Source: an optimization exercise on an open RTL-to-GDS flow (aim: small area, a short achievable clock period and few clock cycles). Production flows keep margins and buffers that such runs may drop.
The RTL was checked by simulation tests, not by an equivalence proof against the original design.

==> run R: inputs <==
==> flow/design.v (excerpt) <==
module aes256_cbc (
    input  wire         clk,
    input  wire         rst,           
    input  wire         init,          
    input  wire         init_decrypt,  
    input  wire [255:0] init_key,
    input  wire [127:0] init_iv,
    input  wire         start,         
    input  wire [127:0] din,
    output wire         ready,
    output reg          done,
    output wire [127:0] dout
);
==> module aes256_cbc, before the edit <==
module aes256_cbc (
    input  wire         clk,
    input  wire         rst,           
    input  wire         init,          
    input  wire         init_decrypt,  
    input  wire [255:0] init_key,
    input  wire [127:0] init_iv,
    input  wire         start,         
    input  wire [127:0] din,
    output wire         ready,
    output reg          done,
    output wire [127:0] dout
);
    localparam [1:0] S_IDLE = 2'd0,
                     S_KEXP = 2'd1,
                     S_RUN  = 2'd2;
    reg [1:0]   fsm;
    reg [3:0]   rnd;
    reg         dec;
    reg [127:0] st;
    reg [255:0] w;
    reg [255:0] base;
    reg [127:0] r1;
    reg [127:0] r2;
    wire running = (fsm == S_RUN);
    wire last    = running & (rnd == 4'd14);
    assign ready = (fsm == S_IDLE) | last;
    assign dout  = r1;
    wire take_init  = ready & init & ~rst;
    wire take_start = ready & start & ~init & ~rst;
    function [7:0] xtime;
        input [7:0] a;
        xtime = {a[6:0], 1'b0} ^ (a[7] ? 8'h1b : 8'h00);
    endfunction
    wire        kinv = dec & running;
    wire [31:0] hi0 = w[255:224], hi1 = w[223:192], hi2 = w[191:160], hi3 = w[159:128];
    wire [31:0] ksub;
    genvar gi, gr, gc;
    generate
        for (gi = 0; gi < 4; gi = gi + 1) begin : g_ksbox
            aes_sbox u_ksbox (.x(w[31 - 8*gi -: 8]), .y(ksub[31 - 8*gi -: 8]));
        end
    endgenerate
    reg [7:0] rcon;
    always @(*) begin
        case ({kinv, rnd[3:1]})
            4'b0_000: rcon = 8'h01;
            4'b0_001: rcon = 8'h02;
            4'b0_010: rcon = 8'h04;
            4'b0_011: rcon = 8'h08;
            4'b0_100: rcon = 8'h10;
            4'b0_101: rcon = 8'h20;
            4'b0_110: rcon = 8'h40;
            4'b1_000: rcon = 8'h40;
            4'b1_001: rcon = 8'h20;
            4'b1_010: rcon = 8'h10;
            4'b1_011: rcon = 8'h08;
            4'b1_100: rcon = 8'h04;
            4'b1_101: rcon = 8'h02;
            4'b1_110: rcon = 8'h01;
            default:  rcon = 8'h00;
        endcase
    end
    wire [31:0] kt  = rnd[0] ? ({ksub[23:0], ksub[31:24]} ^ {rcon, 24'h000000}) : ksub;
    wire [31:0] kn0 = hi0 ^ kt;
    wire [31:0] kn1 = kinv ? (hi1 ^ hi0) : (hi1 ^ kn0);
    wire [31:0] kn2 = kinv ? (hi2 ^ hi1) : (hi2 ^ hi1 ^ kn0);
    wire [31:0] kn3 = kinv ? (hi3 ^ hi2) : (hi3 ^ hi2 ^ hi1 ^ kn0);
    wire [255:0] wstep = {w[127:0], kn0, kn1, kn2, kn3};
    wire [127:0] rk = w[127:0];
    wire [127:0] sin, y, a, b, mc;
    generate
        for (gr = 0; gr < 4; gr = gr + 1) begin : g_sr_r
            for (gc = 0; gc < 4; gc = gc + 1) begin : g_sr_c
                assign sin[127 - 8*(gr + 4*gc) -: 8] = dec ?
                    st[127 - 8*(gr + 4*((gc - gr + 4) % 4)) -: 8] :
                    st[127 - 8*(gr + 4*((gc + gr) % 4)) -: 8];
            end
        end
        for (gi = 0; gi < 16; gi = gi + 1) begin : g_sbox
            aes_sbox_ed u_sbox (.x(sin[127 - 8*gi -: 8]), .dec(dec), .y(y[127 - 8*gi -: 8]));
        end
    endgenerate
    assign a = y ^ rk;
    generate
        for (gc = 0; gc < 4; gc = gc + 1) begin : g_col
            wire [7:0] a0 = a[127 - 32*gc -: 8];
            wire [7:0] a1 = a[119 - 32*gc -: 8];
            wire [7:0] a2 = a[111 - 32*gc -: 8];
            wire [7:0] a3 = a[103 - 32*gc -: 8];
            wire [7:0] u  = xtime(xtime(a0 ^ a2));
            wire [7:0] v  = xtime(xtime(a1 ^ a3));
            wire [7:0] b0 = dec ? (a0 ^ u) : y[127 - 32*gc -: 8];
            wire [7:0] b1 = dec ? (a1 ^ v) : y[119 - 32*gc -: 8];
            wire [7:0] b2 = dec ? (a2 ^ u) : y[111 - 32*gc -: 8];
            wire [7:0] b3 = dec ? (a3 ^ v) : y[103 - 32*gc -: 8];
            wire [7:0] t  = b0 ^ b1 ^ b2 ^ b3;
            assign mc[127 - 32*gc -: 8] = b0 ^ t ^ xtime(b0 ^ b1);
            assign mc[119 - 32*gc -: 8] = b1 ^ t ^ xtime(b1 ^ b2);
            assign mc[111 - 32*gc -: 8] = b2 ^ t ^ xtime(b2 ^ b3);
            assign mc[103 - 32*gc -: 8] = b3 ^ t ^ xtime(b3 ^ b0);
        end
    endgenerate
    wire [127:0] round_out = dec ? mc : (mc ^ rk);
    wire [127:0] wx     = dec ? 128'd0 : (last ? a : r2);
    wire [127:0] whiten = din ^ base[255:128] ^ wx;
    always @(posedge clk) begin
        if (rst) begin
            fsm  <= S_IDLE;
            done <= 1'b0;
        end else begin
            done <= last;
            if (take_init) begin
                fsm <= init_decrypt ? S_KEXP : S_IDLE;
                rnd <= 4'd0;
            end else if (take_start) begin
                fsm <= S_RUN;
                rnd <= 4'd1;
            end else begin
                rnd <= rnd + 4'd1;
                if (last || (fsm == S_KEXP && rnd == 4'd13))
                    fsm <= S_IDLE;
            end
        end
    end
    always @(posedge clk) begin
        st <= take_start ? whiten : round_out;
        if ((running && !last) || (fsm == S_KEXP && rnd != 4'd0))
            w <= wstep;
        else
            w <= base;
        if (take_init) begin
            dec  <= init_decrypt;
            base <= init_key;
        end else if (fsm == S_KEXP && rnd == 4'd13) begin
            base <= {kn0, kn1, kn2, kn3, w[127:0]};
        end
        if (last)
            r1 <= dec ? (a ^ r2) : a;
        else if (running && dec && rnd == 4'd1)
            r1 <= st ^ base[255:128];
        if (take_init)
            r2 <= init_iv;
        else if (last)
            r2 <= dec ? r1 : a;
    end
endmodule
clock: 13.0 ns
lec_check: 0
cap_margin: 20
core_margin: 2
core_utilization: 40
slew_margin: 20
run.sh (not shown) runs the stock make flow with config.mk's settings and CLKGATE_MAP_FILE= SYNTH_SCRIPT=/design/flow/synth_recipe.tcl, a recipe that flattens the netlist after the stock synthesis.
==> inputs of run E, as changes to run R <==
--- a/flow/design.v
+++ b/flow/design.v
@@ -213,2 +213,4 @@
     reg         dec;
+    reg [7:0]   dp;          
+    reg [7:0]   dn;          
     reg [127:0] st;
@@ -228,2 +230,6 @@
     endfunction
+    function [127:0] swp;
+        input [127:0] x;
+        swp = {x[127:96], x[31:0], x[63:32], x[95:64]};
+    endfunction
     wire        kinv = dec & running;
@@ -263,4 +269,5 @@
     wire [255:0] wstep = {w[127:0], kn0, kn1, kn2, kn3};
-    wire [127:0] rk = w[127:0];
-    wire [127:0] sin, y, a, b, mc;
+    wire [127:0] rk = dec ? swp(w[127:0]) : w[127:0];
+    wire [127:0] sin, y, a, mc, pc;
+    wire [127:0] m = y ^ (dec ? rk : 128'd0);
     generate
@@ -268,5 +275,3 @@
             for (gc = 0; gc < 4; gc = gc + 1) begin : g_sr_c
-                assign sin[127 - 8*(gr + 4*gc) -: 8] = dec ?
-                    st[127 - 8*(gr + 4*((gc - gr + 4) % 4)) -: 8] :
-                    st[127 - 8*(gr + 4*((gc + gr) % 4)) -: 8];
+                assign sin[127 - 8*(gr + 4*gc) -: 8] = st[127 - 8*(gr + 4*((gc + gr) % 4)) -: 8];
             end
@@ -274,3 +279,4 @@
         for (gi = 0; gi < 16; gi = gi + 1) begin : g_sbox
-            aes_sbox_ed u_sbox (.x(sin[127 - 8*gi -: 8]), .dec(dec), .y(y[127 - 8*gi -: 8]));
+            wire sdec = (gi % 2) ? ~dn[gi / 2] : dp[gi / 2];
+            aes_sbox_ed u_sbox (.x(sin[127 - 8*gi -: 8]), .dec(sdec), .y(y[127 - 8*gi -: 8]));
         end
@@ -280,22 +286,27 @@
         for (gc = 0; gc < 4; gc = gc + 1) begin : g_col
-            wire [7:0] a0 = a[127 - 32*gc -: 8];
-            wire [7:0] a1 = a[119 - 32*gc -: 8];
-            wire [7:0] a2 = a[111 - 32*gc -: 8];
-            wire [7:0] a3 = a[103 - 32*gc -: 8];
-            wire [7:0] u  = xtime(xtime(a0 ^ a2));
-            wire [7:0] v  = xtime(xtime(a1 ^ a3));
-            wire [7:0] b0 = dec ? (a0 ^ u) : y[127 - 32*gc -: 8];
-            wire [7:0] b1 = dec ? (a1 ^ v) : y[119 - 32*gc -: 8];
-            wire [7:0] b2 = dec ? (a2 ^ u) : y[111 - 32*gc -: 8];
-            wire [7:0] b3 = dec ? (a3 ^ v) : y[103 - 32*gc -: 8];
+            wire [7:0] b0 = m[127 - 32*gc -: 8];
+            wire [7:0] b1 = m[119 - 32*gc -: 8];
+            wire [7:0] b2 = m[111 - 32*gc -: 8];
+            wire [7:0] b3 = m[103 - 32*gc -: 8];
             wire [7:0] t  = b0 ^ b1 ^ b2 ^ b3;
-            assign mc[127 - 32*gc -: 8] = b0 ^ t ^ xtime(b0 ^ b1);
-            assign mc[119 - 32*gc -: 8] = b1 ^ t ^ xtime(b1 ^ b2);
-            assign mc[111 - 32*gc -: 8] = b2 ^ t ^ xtime(b2 ^ b3);
-            assign mc[103 - 32*gc -: 8] = b3 ^ t ^ xtime(b3 ^ b0);
+            wire [7:0] c0 = b0 ^ t ^ xtime(b0 ^ b1);
+            wire [7:0] c1 = b1 ^ t ^ xtime(b1 ^ b2);
+            wire [7:0] c2 = b2 ^ t ^ xtime(b2 ^ b3);
+            wire [7:0] c3 = b3 ^ t ^ xtime(b3 ^ b0);
+            wire [7:0] u  = xtime(xtime(c0 ^ c2));
+            wire [7:0] v  = xtime(xtime(c1 ^ c3));
+            assign mc[127 - 32*gc -: 8] = c0;
+            assign mc[119 - 32*gc -: 8] = c1;
+            assign mc[111 - 32*gc -: 8] = c2;
+            assign mc[103 - 32*gc -: 8] = c3;
+            assign pc[127 - 32*gc -: 8] = c0 ^ u;
+            assign pc[119 - 32*gc -: 8] = c1 ^ v;
+            assign pc[111 - 32*gc -: 8] = c2 ^ u;
+            assign pc[103 - 32*gc -: 8] = c3 ^ v;
         end
     endgenerate
-    wire [127:0] round_out = dec ? mc : (mc ^ rk);
+    wire [127:0] round_out = dec ? pc : (mc ^ rk);
     wire [127:0] wx     = dec ? 128'd0 : (last ? a : r2);
-    wire [127:0] whiten = din ^ base[255:128] ^ wx;
+    wire [127:0] wk     = din ^ base[255:128];
+    wire [127:0] whiten = (dec ? swp(wk) : wk) ^ wx;
     always @(posedge clk) begin
@@ -325,2 +336,18 @@
             w <= base;
+        if (take_start)                 dp[0] <= dec;
+        if (ready)                      dp[1] <= dec;
+        if (fsm == S_IDLE)              dp[2] <= dec;
+        if (!running)                   dp[3] <= dec;
+        if (fsm != S_KEXP)              dp[4] <= dec;
+        if (!take_init)                 dp[5] <= dec;
+                                        dp[6] <= dec;
+        if (running || take_start)      dp[7] <= dec;
+        if (take_init)                  dn[0] <= ~init_decrypt;
+        if (take_start)                 dn[1] <= ~dec;
+        if (ready)                      dn[2] <= ~dec;
+        if (fsm == S_IDLE)              dn[3] <= ~dec;
+        if (!running)                   dn[4] <= ~dec;
+        if (fsm != S_KEXP)              dn[5] <= ~dec;
+        if (!take_init)                 dn[6] <= ~dec;
+                                        dn[7] <= ~dec;
         if (take_init) begin
@@ -332,5 +359,5 @@
         if (last)
-            r1 <= dec ? (a ^ r2) : a;
+            r1 <= dec ? (swp(a) ^ r2) : a;
         else if (running && dec && rnd == 4'd1)
-            r1 <= st ^ base[255:128];
+            r1 <= swp(st) ^ base[255:128];
         if (take_init)
==> flow/flow/run.sh (new file) <==
#!/bin/bash
# The standard layout (standard.sh), with two changes:
#  - the standard synthesis script runs another ABC script (flow/my.abc) for
#    the technology mapping;
#  - the ports are buffered with the smallest buffer, sky130_fd_sc_hd__buf_1.
set -uo pipefail
here=$(pwd)
bash standard.sh SYNTH_SCRIPT="$here/flow/my_synth.tcl" \
    "BUFFER_PORTS_ARGS=-buffer_cell sky130_fd_sc_hd__buf_1" \
    finish > "$here/standard_flow.log" 2>&1
==> flow/flow/my.abc (new file) <==
strash
dch -f
map -D 7000
topo
stime -c
buffer -c
upsize -c
dnsize -c
==> flow/flow/my_synth.tcl (new file) <==
# ORFS synthesis as synth_recipe.tcl runs it, with the ABC script flow/my.abc.
proc synth {args} { yosys synth -nofsm -noshare {*}$args }
set my_abc [file join [file dirname [file normalize [info script]]] my.abc]
set fh [open $::env(SCRIPTS_DIR)/synth.tcl]
set txt [read $fh]
close $fh
set old {log_cmd abc {*}$abc_args}
if {[string first $old $txt] < 0} { error "abc call not found in synth.tcl" }
set txt [string map [list $old "log_cmd abc {*}\[lreplace \$abc_args 1 1 $my_abc\]"] $txt]
eval $txt
# left out here: clear keep_hierarchy, flatten, clean up, hide names made inside functions, write 1_2_yosys.v
==> flow/standard.sh (new file) <==
#!/bin/bash
# synth_recipe.tcl (not shown) runs the flow's synth.tcl, then flattens the netlist and writes it again
# the make line also repeats each setting of config.mk as NAME=value (left out here)
make -C /OpenROAD-flow-scripts/flow DESIGN_CONFIG=/design/flow/config.mk WORK_HOME=/design/flow/orfs CLKGATE_MAP_FILE= SYNTH_SCRIPT=/design/flow/synth_recipe.tcl "${@:-finish}"
Settings changed: CORE_UTILIZATION 40 to 60, SETUP_SLACK_MARGIN set to 5.
removed: flow/run.sh
==> inputs of run G, as changes to run R <==
--- a/flow/design.v
+++ b/flow/design.v
@@ -213,2 +213,4 @@
     reg         dec;
+    reg         dsa, dsb, dsc, dsd;      
+    reg         dna, dnb, dnc, dnd;      
     reg [127:0] st;
@@ -228,2 +230,6 @@
     endfunction
+    function [127:0] swp;
+        input [127:0] x;
+        swp = {x[127:96], x[31:0], x[63:32], x[95:64]};
+    endfunction
     wire        kinv = dec & running;
@@ -263,3 +269,3 @@
     wire [255:0] wstep = {w[127:0], kn0, kn1, kn2, kn3};
-    wire [127:0] rk = w[127:0];
+    wire [127:0] rk = dec ? swp(w[127:0]) : w[127:0];
     wire [127:0] sin, y, a, b, mc;
@@ -268,5 +274,3 @@
             for (gc = 0; gc < 4; gc = gc + 1) begin : g_sr_c
-                assign sin[127 - 8*(gr + 4*gc) -: 8] = dec ?
-                    st[127 - 8*(gr + 4*((gc - gr + 4) % 4)) -: 8] :
-                    st[127 - 8*(gr + 4*((gc + gr) % 4)) -: 8];
+                assign sin[127 - 8*(gr + 4*gc) -: 8] = st[127 - 8*(gr + 4*((gc + gr) % 4)) -: 8];
             end
@@ -274,3 +278,7 @@
         for (gi = 0; gi < 16; gi = gi + 1) begin : g_sbox
-            aes_sbox_ed u_sbox (.x(sin[127 - 8*gi -: 8]), .dec(dec), .y(y[127 - 8*gi -: 8]));
+            wire sdec = (gi / 2 == 0) ?  dsa : (gi / 2 == 1) ? ~dna :
+                        (gi / 2 == 2) ?  dsb : (gi / 2 == 3) ? ~dnb :
+                        (gi / 2 == 4) ?  dsc : (gi / 2 == 5) ? ~dnc :
+                        (gi / 2 == 6) ?  dsd : ~dnd;
+            aes_sbox_ed u_sbox (.x(sin[127 - 8*gi -: 8]), .dec(sdec), .y(y[127 - 8*gi -: 8]));
         end
@@ -299,3 +307,4 @@
     wire [127:0] wx     = dec ? 128'd0 : (last ? a : r2);
-    wire [127:0] whiten = din ^ base[255:128] ^ wx;
+    wire [127:0] wk     = din ^ base[255:128];
+    wire [127:0] whiten = (dec ? swp(wk) : wk) ^ wx;
     always @(posedge clk) begin
@@ -325,2 +334,16 @@
             w <= base;
+        if (fsm == S_IDLE) dsa <= dec;
+        if (take_init) dna <= ~init_decrypt;
+        if (take_start) begin
+            dsb <= dec;
+            dnb <= ~dec;
+        end
+        if (!running) begin
+            dsc <= dec;
+            dnc <= ~dec;
+        end
+        if (ready) begin
+            dsd <= dec;
+            dnd <= ~dec;
+        end
         if (take_init) begin
@@ -332,5 +355,5 @@
         if (last)
-            r1 <= dec ? (a ^ r2) : a;
+            r1 <= dec ? (swp(a) ^ r2) : a;
         else if (running && dec && rnd == 4'd1)
-            r1 <= st ^ base[255:128];
+            r1 <= swp(st) ^ base[255:128];
         if (take_init)
==> flow/flow/run.sh (new file) <==
#!/bin/bash
# The standard layout (standard.sh), with the standard synthesis script run
# with another ABC script (flow/my.abc) for the technology mapping.
set -uo pipefail
here=$(pwd)
bash standard.sh SYNTH_SCRIPT="$here/flow/my_synth.tcl" finish > "$here/standard_flow.log" 2>&1
==> flow/flow/my.abc (new file) <==
strash
dch -f
map -D 5000
topo
stime -c
buffer -c
upsize -c
dnsize -c
==> flow/flow/my_synth.tcl (new file) <==
# ORFS synthesis as synth_recipe.tcl runs it, with the ABC script flow/my.abc.
proc synth {args} { yosys synth -nofsm -noshare {*}$args }
set my_abc [file join [file dirname [file normalize [info script]]] my.abc]
set fh [open $::env(SCRIPTS_DIR)/synth.tcl]
set txt [read $fh]
close $fh
set old {log_cmd abc {*}$abc_args}
if {[string first $old $txt] < 0} { error "abc call not found in synth.tcl" }
set txt [string map [list $old "log_cmd abc {*}\[lreplace \$abc_args 1 1 $my_abc\]"] $txt]
eval $txt
# left out here: clear keep_hierarchy, flatten, clean up, hide names made inside functions, write 1_2_yosys.v
==> flow/standard.sh (new file) <==
#!/bin/bash
# synth_recipe.tcl (not shown) runs the flow's synth.tcl, then flattens the netlist and writes it again
# the make line also repeats each setting of config.mk as NAME=value (left out here)
make -C /OpenROAD-flow-scripts/flow DESIGN_CONFIG=/design/flow/config.mk WORK_HOME=/design/flow/orfs CLKGATE_MAP_FILE= SYNTH_SCRIPT=/design/flow/synth_recipe.tcl "${@:-finish}"
Settings changed: SETUP_SLACK_MARGIN set to 5.
removed: flow/run.sh
==> qor summary <==
quantity                                                                                  run E                     run R                     run G
Dominant cell by count in the synthesized netlist                      sky130_fd_sc_hd__nand2_1  sky130_fd_sc_hd__xnor2_1  sky130_fd_sc_hd__nand2_1
Placed standard-cell area                                                           97400 sq um              133000 sq um              106000 sq um
PnR worst setup slack                                                                   5.13 ns                   3.14 ns                   5.31 ns
Non-clock buffering overhead in the final layout                                          3.29%                     7.28%                     6.76%
Effective utilization at floorplan                                                        60.4%                     40.2%                     40.1%
Depth of the critical timing path with buffers and inverters included                        38                        22                        32
FMAX                                                                                    127 MHz                   101 MHz                   130 MHz
Proportion of synthesized area in mux cells                                             0.0849%                     3.90%                    0.217%
Sequential area share after synthesis                                                     25.1%                     18.9%                     23.9%
Worst path buffer plus inverter count                                                         5                         2                         2
CP Data Arrival Time                                                                    8.45 ns                  10.47 ns                   8.37 ns
Net count reported at finish                                                              13900                     16000                     14700
Status                                                                  complete, no violations   complete, no violations   complete, no violations
Testbench counts of run R, summed over its fixed seeds: cycles 14,600.
Testbench counts of run E, summed over its fixed seeds: cycles 14,600.
Testbench counts of run G, summed over its fixed seeds: cycles 14,600.

## what the ideal ports hide
Ports are ideal in the flow. The routed layouts listed here were re-timed in OpenROAD. Step 1 sets driving cells, clkbuf_16 on the clock port and buf_2 on the other inputs (assumed; they add their load-dependent delay and slew). Step 2 moves the port delays by t, midway between the first and last clock arrival at a register: inputs arrive t later, outputs are due t later. That takes back most of the time a late clock gives input paths. a / b / c = ideal / step 1 / step 2; a / b = the first two.
run	t (ns)	setup WS [ns]	latest minus earliest clock arrival (ns)
run R	0.903	3.139 / 3.139 / 3.139	0.109 / 0.109
run E	0.866	5.130 / 5.130 / 5.130	0.096 / 0.096
run G	0.909	5.306 / 5.306 / 5.306	0.081 / 0.082
After both steps setup and hold are still met in every run listed.
